This design comes from an exercise in tuning for small area, a short achievable clock period and few clock cycles on the open sky130 flow, not from production work. Power figures rest on the tool's default switching activity, not on a simulated workload.

==> flow/design.v <==
module rlec_chan_enc (
    input  wire        clk,
    input  wire        rst_n,
    input  wire        in_valid,
    output wire        in_ready,
    input  wire [31:0] in_data,
    input  wire        in_last,
    output reg         out_valid,
    input  wire        out_ready,
    output reg  [31:0] out_data,
    output reg  [1:0]  out_kind,
    output reg         out_last
);
    localparam NS = 15;                     
    localparam [1:0] O_IDLE = 2'd0, O_DC = 2'd1, O_TAB = 2'd2, O_RUN = 2'd3;
    function [31:0] norm;
        input [31:0] v;
        norm = (v == 32'h80000000) ? 32'h0 : v;
    endfunction
    function [1:0] cmp31;
        input [30:0] a, b;
        reg [31:0] d, v;
        integer w, i;
        begin
            d = {1'b0, a ^ b};
            v = {1'b0, b};
            for (w = 1; w < 32; w = w * 2)
                for (i = 0; i < 32; i = i + 2 * w) begin
                    v[i] = d[i + w] ? v[i + w] : v[i];
                    d[i] = d[i + w] | d[i];
                end
            cmp31 = {d[0] & v[0], ~d[0]};
        end
    endfunction
    function [1:0] kcmp;
        input [31:0] a, b;
        reg [1:0] m;
        begin
            m = cmp31(a[30:0], b[30:0]);
            case ({a[31], b[31]})
                2'b00: kcmp = {m[1], m[0]};
                2'b01: kcmp = 2'b00;
                2'b10: kcmp = 2'b10;
                default: kcmp = {~m[1] & ~m[0], m[0]};
            endcase
        end
    endfunction
    function [3:0] enc15;
        input [NS-1:0] oh;
        integer e;
        begin
            enc15 = 4'd0;
            for (e = 0; e < NS; e = e + 1)
                if (oh[e]) enc15 = enc15 | e[3:0];
        end
    endfunction
    function [1:0] fa;
        input a, b, c;
        fa = {(a & b) | (a & c) | (b & c), a ^ b ^ c};
    endfunction
    function [3:0] pop15;
        input [4:0] s, c;
        reg [1:0] x0, x1, x2, x3, x4, y0, y1, y2, y3, z0, z1, z2, t0;
        begin
            x0 = {c[0], s[0]};
            x1 = {c[1], s[1]};
            x2 = {c[2], s[2]};
            x3 = {c[3], s[3]};
            x4 = {c[4], s[4]};
            y0 = fa(x0[0], x1[0], x2[0]);      
            y1 = fa(x3[0], x4[0], 1'b0);
            y2 = fa(x0[1], x1[1], x2[1]);      
            y3 = fa(x3[1], x4[1], 1'b0);
            z0 = fa(y0[0], y1[0], 1'b0);       
            z1 = fa(y0[1], y1[1], y2[0]);      
            z2 = fa(y3[0], z0[1], 1'b0);       
            t0 = fa(z1[0], z2[0], 1'b0);
            pop15 = {1'b0, z0[0]} + {t0, 1'b0} +
                    {({1'b0, z1[1]} + {1'b0, z2[1]}) + ({1'b0, y2[1]} + {1'b0, y3[1]}), 2'b00};
        end
    endfunction
    reg [31:0]   val   [0:NS-1];    
    reg [NS-1:0] valid_l;           
    reg [NS-1:0] valid_o;           
    reg [3:0]    cnt   [0:NS-1];    
    reg [3:0]    rank_l[0:NS-1];    
    reg [3:0]    nd_l;              
    reg [4:0]    occ;               
    reg [31:0]   dc_l, dc_o;
    reg [3:0]    run_sl [0:NS-1];   
    reg [3:0]    run_so [0:NS-1];   
    reg [NS-1:0] rconv;             
    reg [14:1]   rst_l;             
    reg [3:0]    lpos;              
    reg [14:0]   lposh;             
    reg [3:0]    ridx;              
    reg [3:0]    prevs;             
    reg          ir;
    reg          bfirst;            
    reg          vR, fR, lR;
    reg  [31:0]  xR;
    wire         in_fire = in_valid & ir;
    assign in_ready = ir;
    reg          l_has;             
    reg          l_done;            
    reg  [1:0]   ophase;
    wire         o_idle = (ophase == O_IDLE);
    reg          cv, cac, clast, cfa, afa, calloc;
    reg [NS-1:0] ch, clt;
    reg [3:0]    cp;                
    reg          dv, dac, dlast;
    reg [NS-1:0] dh, dinc;
    reg [4:0]    dps, dpc;          
    wire l_ready = l_done | (dv & dlast);
    wire hand    = l_has & l_ready & o_idle;
    wire cA      = vR & (~fR | ~l_has | hand);
    wire acA     = vR & ~fR;                  
    reg [NS-1:0] eq, lt, freev, ns;
    reg          hit;
    integer j;
    always @(*) begin
        for (j = 0; j < NS; j = j + 1) begin
            {lt[j], eq[j]} = kcmp(val[j], xR);
            eq[j] = eq[j] & valid_l[j];
            freev[j] = ~valid_l[j] & ~valid_o[j];
        end
        hit = |eq;
        ns = freev & ~(freev - 1'b1);         
    end
    wire [NS-1:0] hsel  = hit ? eq : ns;
    reg  [3:0]    cnt_a;
    always @(*) begin
        cnt_a = 4'd0;
        for (j = 0; j < NS; j = j + 1)
            if (eq[j]) cnt_a = cnt_a | (cnt[j] + 4'd1);
        if (~hit) cnt_a = 4'd1;
    end
    wire          alloc = acA & ~hit;
    reg [NS-1:0] inc_c, ahead_c;
    always @(*) begin
        for (j = 0; j < NS; j = j + 1) begin
            inc_c[j]   = valid_l[j] & ~ch[j] &
                         (((cnt[j] == cp) & ~clt[j]) | ((cnt[j] == cp - 4'd1) & clt[j]));
            ahead_c[j] = valid_l[j] & ~ch[j] &
                         ((cnt[j] > cp) | ((cnt[j] == cp) & clt[j]));
        end
    end
    wire [3:0] cslot = enc15(ch);
    wire       same  = (cslot == prevs);
    wire       rnew  = cfa | ~same;           
    wire [3:0] ridx_n = cfa ? 4'd0 : ridx + {3'd0, ~same};
    wire [3:0] lpos_n = cfa ? 4'd0 : lpos + 4'd1;
    wire [14:0] lposh_n = cfa ? 15'd1 : {lposh[13:0], 1'b0};
    wire [3:0] pc = pop15(dps, dpc);
    reg  [4:0] ps_c, pcy_c;
    always @(*) begin
        for (j = 0; j < 5; j = j + 1)
            {pcy_c[j], ps_c[j]} = fa(ahead_c[3*j], ahead_c[3*j+1], ahead_c[3*j+2]);
    end
    reg  [3:0] rank_n [0:NS-1];
    always @(*) begin
        for (j = 0; j < NS; j = j + 1) begin
            rank_n[j] = rank_l[j];
            if (dv & dac) begin
                if (dh[j])        rank_n[j] = pc;
                else if (dinc[j]) rank_n[j] = rank_l[j] + 4'd1;
            end
        end
    end
    reg [3:0]    nd_o, k, nac_o, rpos;
    reg [14:1]   rm;                           
    reg          len1_o;
    wire         can_load = ~out_valid | out_ready;
    reg [NS-1:0] sel;
    reg [31:0]   tabv;
    wire [3:0]   code = run_so[0];
    wire [3:0]   tslot = enc15(sel);
    reg [3:0]    nxt;
    always @(*) begin
        tabv = 32'd0;
        for (j = 0; j < NS; j = j + 1) begin
            sel[j] = valid_o[j] & (rank_l[j] == k);
            if (sel[j]) tabv = tabv | val[j];
        end
        nxt = nac_o;
        for (j = 14; j >= 1; j = j - 1)
            if (rm[j]) nxt = j[3:0];
    end
    wire [14:1] rm_low = rm & ~(rm - 1'b1);
    wire [3:0]  rlen   = nxt - rpos;
    wire        rlast  = ~|rm;
    wire        o_load = ~hand & can_load & ~o_idle;
    wire        oload = (hand | o_load) & can_load;
    reg  [34:0] onext;
    always @(*) begin
        if (hand)
            onext = {2'd0, nd_l == 4'd0, dc_l};
        else case (ophase)
            O_DC:    onext = {2'd0, len1_o, dc_o};
            O_TAB:   onext = {2'd1, 1'b0, tabv};
            default: onext = {2'd2, rlast, 12'd0, code, 12'd0, rlen};
        endcase
    end
    wire       vR_n     = in_fire | (vR & ~cA);
    wire       fR_n     = in_fire ? bfirst : fR;
    wire       bfirst_n = in_fire ? in_last : bfirst;
    wire       l_has_n  = (l_has & ~hand) | (cA & fR);
    wire       l_done_n = (l_done | (dv & dlast)) & ~hand;
    wire       l_rdy_n  = l_done_n | (cv & clast);
    wire       o_idle_n = o_idle & ~hand;
    wire       hand_n   = l_has_n & l_rdy_n & o_idle_n;
    wire       commit_n = ~fR_n | ~l_has_n | hand_n;
    wire [4:0] occ_b    = occ + {4'd0, cv & calloc} + {4'd0, acA} + {4'd0, vR_n & ~fR_n};
    wire       ir_n     = (~vR_n | commit_n) & (bfirst_n | (occ_b <= 5'd14));
    wire [4:0] ofree    = (ophase == O_TAB && o_load) ? 5'd1 : 5'd0;
    always @(posedge clk) begin
        if (!rst_n) begin
            ir <= 1'b0; bfirst <= 1'b1; vR <= 1'b0;
            l_has <= 1'b0; l_done <= 1'b0;
            cv <= 1'b0; dv <= 1'b0;
            valid_l <= {NS{1'b0}}; valid_o <= {NS{1'b0}};
            nd_l <= 4'd0; occ <= 5'd0;
            ophase <= O_IDLE;
            out_valid <= 1'b0;
            {out_kind, out_last, out_data} <= 35'd0;
        end else begin
            {out_kind, out_last, out_data} <= {out_kind, out_last, out_data} ^
                ({35{oload}} & (onext ^ {out_kind, out_last, out_data}));
            ir <= ir_n;
            bfirst <= bfirst_n;
            vR <= vR_n;
            l_has  <= l_has_n;
            l_done <= l_done_n;
            cv <= cA;
            dv <= cv;
            if (hand) begin
                valid_l <= {NS{1'b0}};
                nd_l <= 4'd0;
            end else begin
                if (alloc) valid_l <= valid_l | ns;
                if (cv & calloc) nd_l <= nd_l + 4'd1;
            end
            occ <= occ + {4'd0, cv & calloc} - ofree;
            if (out_valid & out_ready) out_valid <= 1'b0;
            if (hand) begin
                valid_o <= valid_l;
                if (can_load) begin
                    out_valid <= 1'b1;
                    ophase    <= (nd_l == 4'd0) ? O_IDLE : O_TAB;
                end else begin
                    ophase    <= O_DC;
                end
            end else if (o_load) begin
                out_valid <= 1'b1;
                case (ophase)
                    O_DC:  ophase <= len1_o ? O_IDLE : O_TAB;
                    O_TAB: begin
                        valid_o <= valid_o & ~sel;
                        if (k + 4'd1 == nd_o) ophase <= O_RUN;
                    end
                    default: if (rlast) ophase <= O_IDLE;
                endcase
            end
        end
    end
    integer q;
    always @(posedge clk) begin
        if (in_fire) begin
            xR <= norm(in_data);
            fR <= bfirst;
            lR <= in_last;
        end
        if (cA & fR) dc_l <= xR;
        for (j = 0; j < NS; j = j + 1) begin
            if (acA & ns[j]) begin
                val[j] <= xR;
                cnt[j] <= 4'd1;
            end
            if (acA & eq[j]) cnt[j] <= cnt[j] + 4'd1;
        end
        if (cA) afa <= fR;             
        cac    <= acA;
        calloc <= alloc;
        clast  <= lR;
        cfa    <= afa;
        ch     <= hsel;
        cp     <= cnt_a;
        clt    <= lt;
        dac    <= cac;
        dlast  <= clast;
        dh     <= ch;
        dinc   <= inc_c;
        dps    <= ps_c;
        dpc    <= pcy_c;
        if (cv & cac) begin
            prevs <= cslot;
            ridx  <= ridx_n;
            lpos  <= lpos_n;
            lposh <= lposh_n;
            if (rnew) run_sl[ridx_n] <= cslot;
            rst_l <= cfa ? 14'd0 : rst_l | (lposh_n[14:1] & {14{~same}});
        end
        for (j = 0; j < NS; j = j + 1) rank_l[j] <= rank_n[j];
        if (hand) begin
            for (j = 0; j < NS; j = j + 1) begin
                run_so[j] <= run_sl[j];
            end
            nd_o   <= nd_l;
            nac_o  <= lpos + 4'd1;
            rm     <= rst_l;
            rpos   <= 4'd0;
            len1_o <= (nd_l == 4'd0);
            dc_o   <= dc_l;
            k      <= 4'd0;
            rconv  <= {NS{1'b0}};
        end else if (o_load) begin
            case (ophase)
                O_TAB: begin
                    k        <= k + 4'd1;
                    for (j = 0; j < NS; j = j + 1)
                        if (~rconv[j] & (run_so[j] == tslot)) begin
                            run_so[j] <= k;
                            rconv[j]  <= 1'b1;
                        end
                end
                O_RUN: begin
                    for (q = 0; q < NS - 1; q = q + 1) run_so[q] <= run_so[q+1];
                    rm   <= rm & ~rm_low;
                    rpos <= nxt;
                end
                default: ;
            endcase
        end
    end
endmodule
clock: 10.0 ns
lec_check: 0
cap_margin: 20
core_margin: 2
core_utilization: 60
slew_margin: 20
standard.sh (not shown) runs the stock make flow with config.mk's settings and CLKGATE_MAP_FILE= SYNTH_SCRIPT=/design/flow/synth_recipe.tcl, a recipe that flattens the netlist after the stock synthesis.
==> flow/flow/run.sh <==
#!/bin/bash
# The standard layout, with ORFS's timing repair aimed at 7.0 ns of setup
# slack instead of 0 (the clock period and constraints are unchanged).
set -euo pipefail
bash standard.sh synth > synth.log 2>&1
SETUP_SLACK_MARGIN=7.0 bash standard.sh > layout.log 2>&1
The starting point ran to the end with no violations.
Then changed:
--- a/flow/design.v
+++ b/flow/design.v
@@ -107,7 +107,6 @@
     wire         o_idle = (ophase == O_IDLE);
     reg          cv, cac, clast, cfa, afa, calloc;
     reg [NS-1:0] ch, clt;
-    reg [3:0]    cp;                
     reg          dv, dac, dlast;
     reg [NS-1:0] dh, dinc;
     reg [4:0]    dps, dpc;          
@@ -128,16 +127,13 @@
         ns = freev & ~(freev - 1'b1);         
     end
     wire [NS-1:0] hsel  = hit ? eq : ns;
-    reg  [3:0]    cnt_a;
-    always @(*) begin
-        cnt_a = 4'd0;
-        for (j = 0; j < NS; j = j + 1)
-            if (eq[j]) cnt_a = cnt_a | (cnt[j] + 4'd1);
-        if (~hit) cnt_a = 4'd1;
-    end
     wire          alloc = acA & ~hit;
+    reg [3:0]    cp;
     reg [NS-1:0] inc_c, ahead_c;
     always @(*) begin
+        cp = 4'd0;
+        for (j = 0; j < NS; j = j + 1)
+            if (ch[j]) cp = cp | cnt[j];
         for (j = 0; j < NS; j = j + 1) begin
             inc_c[j]   = valid_l[j] & ~ch[j] &
                          (((cnt[j] == cp) & ~clt[j]) | ((cnt[j] == cp - 4'd1) & clt[j]));
@@ -284,7 +280,6 @@
         clast  <= lR;
         cfa    <= afa;
         ch     <= hsel;
-        cp     <= cnt_a;
         clt    <= lt;
         dac    <= cac;
         dlast  <= clast;
What happened: Sequential share of layout area is lower by 0.14 points. Synthesized area is about the same. Wire length is lower by 2.0%. Power is lower by 0.81%. Fmax is lower by 0.80%. Via count hardly moves.
No run of this note included a check of the RTL's function; only the layout flow was run.

==> port drivers added, routing unchanged <==
The results above use ideal ports. As a check the final layouts listed here were re-extracted and re-timed, cells and wires unchanged.
Step 1 (the two cells are an assumption about what drives the block):
set clk [get_ports {clk}]
set_driving_cell -lib_cell sky130_fd_sc_hd__clkbuf_16 $clk
set_driving_cell -lib_cell sky130_fd_sc_hd__buf_2 [delete_from_list [all_inputs] $clk]
Step 2 adds t to the input delays and takes it off the output delays; t is the mean of the earliest and latest rising clock arrival at the registers after step 1. Input paths then give back, and output paths get back, about the clock's delay inside the block.
a / b / c = ideal / step 1 / step 2; a / b = the first two.
| run | shift t [ns] | setup WS [ns] | worst hold slack (ns) | worst data-port slew with drivers (ns) |
|---|---|---|---|---|
| the first run | 0.801 | 6.657 / 6.657 / 6.195 | 0.346 / 0.346 / 0.346 | 0.04 |
| the second run | 0.788 | 6.630 / 6.630 / 6.093 | 0.347 / 0.347 / 0.347 | 0.05 |
After both steps setup and hold are still met in every run listed. For the second run, which loses most, drivers alone change the setup slack by 0.000 ns; drivers and shift together by -0.537 ns.
